Source: an optimization exercise on an open RTL-to-GDS flow (aim: small area, a short achievable clock period and few clock cycles). Production flows keep margins and buffers that such runs may drop. The RTL was checked by simulation tests, not by an equivalence proof against the original design. Power is estimated from default activity; no workload was simulated.

rev 12:
// autd3_cpu
module autd3_cpu (
    input  wire        clk,
    input  wire        rst,
    input  wire        frame_valid,
    input  wire        tick_valid,
    output wire        evt_ready,
    output reg  [6:0]  hdr_addr,
    input  wire [7:0]  hdr_data,
    output reg  [7:0]  bulk_addr,
    input  wire [15:0] bulk_data,
    output reg         bus_valid,
    output reg         bus_we,
    output reg  [2:0]  bus_bank,
    output reg  [13:0] bus_addr,
    output reg  [15:0] bus_wdata,
    input  wire        bus_ready,
    input  wire [15:0] bus_rdata,
    input  wire [63:0] dc_now,
    input  wire [63:0] dc_next_start,
    input  wire [63:0] dc_period,
    output reg  [15:0] tx_ack
);
Size: ~2000 cells after synthesis, roughly 350 flip-flops, ~300 I/O pins, ~18000 µm² of cells after synthesis.
Settings: LEC_CHECK=0, CAP_MARGIN=20, CORE_MARGIN=2, CORE_UTILIZATION=55, CTS_BUF_LIST=sky130_fd_sc_hd__clkbuf_8, CTS_CLUSTER_SIZE=25, PLACE_DENSITY=0.7, SETUP_SLACK_MARGIN=5, SLEW_MARGIN=20; clock period 9.0 ns.
standard.sh (not shown) runs the stock make flow with config.mk's settings and CLKGATE_MAP_FILE= SYNTH_SCRIPT=/design/flow/synth_recipe.tcl, a recipe that flattens the netlist after the stock synthesis.
==> flow/flow/run.sh <==
#!/bin/bash
# Standard layout, with the port buffers made from sky130_fd_sc_hd__buf_1
# instead of the delay cell buffer_ports picks by default, and timing repair
# aiming at a setup slack of 5.8 ns.
set -euo pipefail
bash standard.sh "BUFFER_PORTS_ARGS=-buffer_cell sky130_fd_sc_hd__buf_1" SETUP_SLACK_MARGIN=5.8 finish > standard_flow.log 2>&1
Testbench counts of rev 12, summed over its fixed seeds: cycles 64,577.
Input-level comparison between rev 13 and rev 12:
--- a/flow/design.v
+++ b/flow/design.v
@@ -152,21 +152,21 @@
     wire gw_go    = s_gw & sf;
     wire gw_slot  = gw_go & t_last;
     wire gs_go    = s_gseg & sf;
     wire ss_go    = s_ssend & sf;
     wire dl_go    = s_dly & sf;
     wire dl_done  = dl_go & t_last;
     wire en_go    = s_end & sf;
     wire tail_go  = d_ptail | (sd_go & ~sd_pw) | (pw_rec & ~p_wrap & p_last) | (ps_go & p_last) |
                     (gw_slot & ~g_wrap & g_last) | (gs_go & g_last);
     wire redo     = (c_g != 2'd2) | (c_p == 2'd2);
-    wire tw_lo    = s_twt & ~kc[0] & sf;        
+    wire tw_lo    = ((s_twt & ~kc[0]) | (s_tdec & ~redo)) & sf;
     wire tw_go    = s_twt & kc[0] & sf;         
     wire tw_done  = tw_go & (kc == 3'd7);
     wire ti_go    = s_tinit & sf;
     wire tf_go    = s_tinf & sf;
     wire aw_done  = s_taw & rd_done & (bus_addr[1:0] == 2'd0) & ~bus_rdata[{3'b100, which}];
     wire aw_rd    = s_taw & sf & ~aw_done;
     wire aw_next  = aw_done & ~which & seq_pending;
     wire w_drive  = d_clr | d_drv | cd_go | dr_go;            
     wire w_delay  = d_dly | dl_go;                            
     wire w_mod    = (mb_adv & mod_cur[0]) | me_car;           
@@ -394,14 +394,14 @@
             kc    <= 3'd0;
         end else if (s_tcmp | tw_lo | tw_go) begin
             sync_n <= {sync_n[7:0], sync_n[63:8]};
             per_r  <= per_nx;
             kc     <= kc + 3'd1;
         end
         if (s_tcmp) begin
             c_g <= g_sum[9:8];
             c_p <= p_sum[9:8];
         end
-        if (s_tdec)              tcar <= 1'b0;
-        else if (tw_lo | tw_go)  tcar <= tsum[8];
+        if (s_trd | (s_tdec & redo)) tcar <= 1'b0;
+        else if (tw_lo | tw_go)      tcar <= tsum[8];
     end
 endmodule
Results
Combinational share of power: rev 12 vs rev 13, no meaningful difference
The finished layout cell area in rev 13 sits about 0.3% below the value recorded for rev 12.
Clock buffer count in the final layout up 7.9% in rev 13 wrt rev 12
As of rev 13, total length of routed met3 wires had fallen by a few percent compared to rev 12.
Diff rev 12 -> rev 13: power consumption held; via count of the first global-routing pass higher.
Testbench counts of rev 13, summed over its fixed seeds: cycles 64,513.

re-timing with driven ports:
In the flow no input, the clock included, has a driving cell. The finished layouts below were timed again as built, in two steps. Step 1 assumes that a clkbuf_16 drives the clock port and a buf_2 every other input. Step 2 moves the port delays by t, midway between the first and last clock arrival at a register: inputs arrive t later, outputs are due t later. That takes back most of the time a late clock gives input paths. a / b / c = ideal / step 1 / step 2; a / b = the first two.
run	t (ns)	setup slack, ns	hold slack, ns	clock arrival spread, ns	worst slew at a driven data input, ns
rev 12	0.681	5.728 / 5.728 / 5.108	0.410 / 0.410 / 0.410	0.028 / 0.028	0.07
rev 13	0.695	5.737 / 5.737 / 5.166	0.407 / 0.407 / 0.407	0.059 / 0.058	0.06
After both steps every run listed still meets setup and hold. For rev 12, which loses most, drivers alone change the setup slack by 0.000 ns; drivers and shift together by -0.620 ns.
